What follows belongs to an exercise in optimizing a design on an open flow for small area; a production flow would make more cautious choices. Function was checked by simulation only, so behaviour that the tests miss may differ from the original. No activity file was given, so power comes from the tool's default toggle rates.

## v41
Design mce, start of the top module:
module mce #(
    parameter W_T = 32,
    parameter W_U = 16,
    parameter W_A = 16
) (
    input  wire           clk,
    input  wire           rst,
    input  wire [W_T-1:0] NOW,
    input  wire [1:0]     CMD,
    input  wire [W_U-1:0] UNIT_IN,
    input  wire [7:0]     PAT_IN,
    input  wire [W_A-1:0] MSG_BASE,
    input  wire [7:0]     MSG_DATA,
    input  wire [7:0]     ROM_CHAR,
    input  wire [7:0]     DEC_PAT,
    output wire           TONE_ON,
    output wire           BUSY,
    output wire [W_A-1:0] MSG_ADDR,
    output wire [7:0]     ROM_PAT,
    output wire           DEC_SPACE,
    output wire           DEC_NOSTART,
    output wire [2:0]     DEC_LEN,
    output wire [6:0]     DEC_ELEMS
);
    localparam [1:0] S_IDLE = 2'd0;
    localparam [1:0] S_TONE = 2'd1;
    localparam [1:0] S_WAIT = 2'd2;
    localparam [1:0] S_GAP  = 2'd3;
    reg [1:0]  st;
    reg        mode;        
    reg [5:0]  pattern;
    reg [2:0]  e;
    reg [15:0] unit;
    reg [31:0] nd;          
    reg [15:0] msg_ptr;
    wire [15:0] u;
    wire [15:0] oa;
    wire [17:1] ob, xs;
    wire [18:2] cs;
    wire [18:1] cc;
    wire [16:9] gk;
    wire        skn1, skn2, skp, c16, c17n, c18n;
    wire [17:2] pp, pg;
    wire [31:0] dn;
    wire [31:19] pre, hn;
    wire        hc;
    wire [16:1] cx;
    wire [32:17] cy;
    wire [31:0] cg, cp;
    wire        cpn16, Pall, cxl, Ghi, expd;
    wire [15:0] mp_n;
    wire [15:1] mpre, mn;
  ...
Size in the first run: about 0.0056 mm^2 of cells after synthesis.
Settings: LEC_CHECK=0, CAP_MARGIN=20, CORE_MARGIN=2, CORE_UTILIZATION=75, CTS_BUF_LIST=sky130_fd_sc_hd__clkbuf_8, GPL_TIMING_DRIVEN=0, SLEW_MARGIN=20, SYNTH_HIERARCHICAL=1; clock period 8.0 ns.
standard.sh (not shown) runs the stock make flow with config.mk's settings and CLKGATE_MAP_FILE= SYNTH_SCRIPT=/design/flow/synth_recipe.tcl, a recipe that flattens the netlist after the stock synthesis.
==> flow/flow/run.sh <==
#!/bin/bash
# Own layout flow: the standard ORFS flow (standard.sh, unchanged
# synthesis), except that the port buffers are the smallest buffer cell and
# clock tree synthesis inserts no dummy loads.
set -euo pipefail
export BUFFER_PORTS_ARGS="-buffer_cell sky130_fd_sc_hd__buf_1"
export CTS_ARGS="-sink_clustering_enable -repair_clock_nets -dont_use_dummy_load -buf_list {sky130_fd_sc_hd__clkbuf_4 sky130_fd_sc_hd__clkbuf_8}"
bash standard.sh finish > standard_flow.log 2>&1
Relative to v41, the following input files were edited for v47:
# v41
export LEC_CHECK = 0
export CAP_MARGIN = 20
export CORE_MARGIN = 2
export CORE_UTILIZATION = 75
export CTS_BUF_LIST = sky130_fd_sc_hd__clkbuf_8
export GPL_TIMING_DRIVEN = 0
export SLEW_MARGIN = 20
export SYNTH_HIERARCHICAL = 1
create_clock -name core_clock -period 8.0 [get_ports {clk}]
# v47
export LEC_CHECK = 0
export CAP_MARGIN = 20
export CORE_MARGIN = 2
export CORE_UTILIZATION = 65
export CTS_BUF_LIST = sky130_fd_sc_hd__clkbuf_8
export GPL_TIMING_DRIVEN = 0
export SLEW_MARGIN = 20
export SYNTH_HIERARCHICAL = 1
create_clock -name core_clock -period 8.0 [get_ports {clk}]
-- flow/flow/run.sh --
<<< v41, line 7
export CTS_ARGS="-sink_clustering_enable -repair_clock_nets -dont_use_dummy_load -buf_list {sky130_fd_sc_hd__clkbuf_4 sky130_fd_sc_hd__clkbuf_8}"
>>> v47, line 7
export CTS_ARGS="-sink_clustering_enable -repair_clock_nets -dont_use_dummy_load -buf_list sky130_fd_sc_hd__clkbuf_8"
## What came out
v47 vs v41 — non-clock buffer count climbed by a few percent. | global-route usage | v47 vs v41 | 7.5 points lower |. Worst setup timing slack at the placement stage in v47 is 0.14 ns lower than in v41. STATUS total wire length: v47 wins against v41. ~same sequential power in v41 and v47. Compared v41 against v47; fmax within noise. Sequential power share (higher): v47. Summary: with v41 as the reference, total core area in v47 moved up by more than 10%. Re portion of total power attributed to combinational logic: v41 was higher than v47.
Input changes introduced in v14 (baseline for comparison: v47):
# v47
export LEC_CHECK = 0
export CAP_MARGIN = 20
export CORE_MARGIN = 2
export CORE_UTILIZATION = 65
export CTS_BUF_LIST = sky130_fd_sc_hd__clkbuf_8
export GPL_TIMING_DRIVEN = 0
export SLEW_MARGIN = 20
export SYNTH_HIERARCHICAL = 1
create_clock -name core_clock -period 8.0 [get_ports {clk}]
# v14
export LEC_CHECK = 0
export CAP_MARGIN = 20
export CORE_MARGIN = 2
export CORE_UTILIZATION = 85
export CTS_BUF_LIST = sky130_fd_sc_hd__clkbuf_8
export GPL_TIMING_DRIVEN = 0
export SLEW_MARGIN = 20
export SYNTH_HIERARCHICAL = 1
create_clock -name core_clock -period 8.0 [get_ports {clk}]
## What came out
There was hardly any difference in number of flops mapped to enable cells by yosys between v47 and v14.
Summary of v14 over v47: initial standard-cell utilization of the core went up, post-synthesis async set-or-reset flop share comparable, synthesized cell count did not really move, chip height lower, standard-cell row count has decreased.
Diff v47..v14 | area fraction in and, or, nand and nor cells after synthesis | unchanged
Total nets after synthesis came out exactly the same in v47 and v14.
The flow ended early for v14: it failed with a tool error in 3_3_place_gp.
Changes observed in v14 relative to v47: portion of netlist area occupied by mux cells has remained practically unchanged, die width went down 12 um, synthesized area barely changed.

* * *

## zinc
Starting RTL as in the previous note.
clock: 8.0 ns
lec_check: 0
cap_margin: 20
core_margin: 2
core_utilization: 75
cts_buf_list: sky130_fd_sc_hd__clkbuf_8
gpl_timing_driven: 0
slew_margin: 20
synth_hierarchical: 1
==> flow/flow/run.sh <==
#!/bin/bash
# Own layout flow: the standard ORFS flow (standard.sh, unchanged
# synthesis), except that the port buffers are the smallest buffer cell and
# clock tree synthesis inserts no dummy loads.
set -euo pipefail
export BUFFER_PORTS_ARGS="-buffer_cell sky130_fd_sc_hd__buf_1"
export CTS_ARGS="-sink_clustering_enable -repair_clock_nets -dont_use_dummy_load -buf_list sky130_fd_sc_hd__clkbuf_8"
bash standard.sh finish > standard_flow.log 2>&1
zinc ended with every stage complete and zero timing, DRC or antenna violations.
[inputs] lagoon vs zinc
==> flow/flow/run.sh <==
#!/bin/bash
# Own layout flow: the standard ORFS flow (standard.sh, unchanged
# synthesis), except that the port buffers are the smallest buffer cell and
# clock tree synthesis inserts no dummy loads.
set -euo pipefail
export BUFFER_PORTS_ARGS="-buffer_cell sky130_fd_sc_hd__buf_1"
export CTS_ARGS="-repair_clock_nets -dont_use_dummy_load -buf_list sky130_fd_sc_hd__clkbuf_8"
bash standard.sh finish > standard_flow.log 2>&1
--- outcome ---
- In summary, lagoon completed successfully, with a layout that passed the timing, design-rule and antenna checks.
- Having completed the whole flow, zinc delivered a layout that passed the timing, design-rule and antenna checks.
- Comparing lagoon with zinc, the total power came out essentially unchanged.
- Between zinc and lagoon, the global-route usage does not differ in any meaningful way.
- As far as met2 wirelength from detailed routing is concerned, lagoon and zinc perform about the same.
- Clock-buffer cell count came out exactly the same in lagoon and zinc.
- As far as HPWL reported at the end of detailed placement goes, lagoon and zinc are indistinguishable; the numbers are identical.
- As far as last weighted congestion value of the routability-driven placer goes, zinc and lagoon are indistinguishable; the numbers are identical.
- Re remaining antenna violation count after routing: no difference whatsoever between lagoon and zinc.
- From zinc to lagoon, worst voltage drop across the vdd grid did not move at all.

* * *

## rev 12
Another version of the RTL of mce (not shown whole).
Size: about 790 cells after synthesis, about 76 flip-flops, ~6800 um2 of cells after synthesis.
Settings: LEC_CHECK=0, CAP_MARGIN=20, CORE_MARGIN=2, CORE_UTILIZATION=55, GPL_TIMING_DRIVEN=0, SLEW_MARGIN=20, SYNTH_HIERARCHICAL=1; clock period 8.0 ns.
run.sh (not shown) runs the stock make flow with config.mk's settings and CLKGATE_MAP_FILE= SYNTH_SCRIPT=/design/flow/synth_recipe.tcl, a recipe that flattens the netlist after the stock synthesis.
Stock flow here: none of the scripts above is used.
Having completed the whole flow, rev 12 delivered a layout that passed the timing, design-rule and antenna checks.
[inputs] rev 13 vs rev 12
==> flow/flow/run.sh (new file) <==
#!/bin/bash
# Own layout flow: the standard ORFS flow (standard.sh, unchanged
# synthesis), except that the port buffers are the smallest buffer cell.
set -euo pipefail
export BUFFER_PORTS_ARGS="-buffer_cell sky130_fd_sc_hd__buf_1"
bash standard.sh finish > standard_flow.log 2>&1
==> flow/standard.sh (new file) <==
#!/bin/bash
# synth_recipe.tcl (not shown) runs the flow's synth.tcl, then flattens the netlist and writes it again
# the make line also repeats each setting of config.mk as NAME=value (left out here)
make -C /OpenROAD-flow-scripts/flow DESIGN_CONFIG=/design/flow/config.mk WORK_HOME=/design/flow/orfs CLKGATE_MAP_FILE= SYNTH_SCRIPT=/design/flow/synth_recipe.tcl "${@:-finish}"
removed: flow/run.sh
==> results.txt <==
Having completed the whole flow, rev 13 delivered a layout that passed the timing, design-rule and antenna checks. Status: clock skew parity (rev 12, rev 13). [rev 13] share of layout cells above drive strength 1 fell 0.30 points relative to rev 12. Via density per instance down about 1.3% in rev 13 wrt rev 12. [rev 13] layout buffering overhead excluding clock cells fell 8.7 points relative to rev 12. In rev 13, the slack of the critical path came out 0.021 ns below the value in rev 12. Looking at rev 13 and rev 12, the final cell count is a wash. Going from rev 12 to rev 13, total power after layout shrank by a few percent. Sort rev 13 and rev 12 by global-route wire length before repair, descending, and rev 12 comes first. Route | rev 13 vs rev 12 | wire shorter in rev 13. On rev 13: ratio of final minimum period to clock period is 0.26 points higher than what rev 12 gave.

## afterwards: timing with drivers on the ports
The results above use ideal ports. As a check the final layouts listed here were re-extracted and re-timed, cells and wires unchanged. Step 1 (the two cells are an assumption about what drives the block):
set clk [get_ports {clk}]
set_driving_cell -lib_cell sky130_fd_sc_hd__clkbuf_16 $clk
set_driving_cell -lib_cell sky130_fd_sc_hd__buf_2 [delete_from_list [all_inputs] $clk]
Step 2 adds t to the input delays and takes it off the output delays; t is the mean of the earliest and latest rising clock arrival at the registers after step 1. Input paths then give back, and output paths get back, about the clock's delay inside the block. Slacks: no drivers / after step 1 / after step 2; pairs: no drivers / after step 1.
run	t, ns	slack for setup (ns)	hold WS [ns]	worst data-port slew with drivers (ns)
v41	0.371	0.331 / 0.338 / -0.033	0.482 / 0.482 / 0.482	0.07
v47	0.379	0.344 / 0.334 / -0.045	0.479 / 0.479 / 0.479	0.05
zinc	0.371	0.331 / 0.338 / -0.033	0.482 / 0.482 / 0.482	0.07
lagoon	0.371	0.331 / 0.338 / -0.033	0.482 / 0.482 / 0.482	0.07
rev 12	0.376	0.449 / 0.456 / 0.080	0.513 / 0.513 / 0.513	0.05
rev 13	0.379	0.428 / 0.450 / 0.071	0.505 / 0.505 / 0.505	0.06
With both steps, setup timing fails in v41, v47, zinc and lagoon, where it was met with ideal ports. The setup slack of v47, which loses most, moves by -0.010 ns with the drivers and by -0.389 ns with both steps.
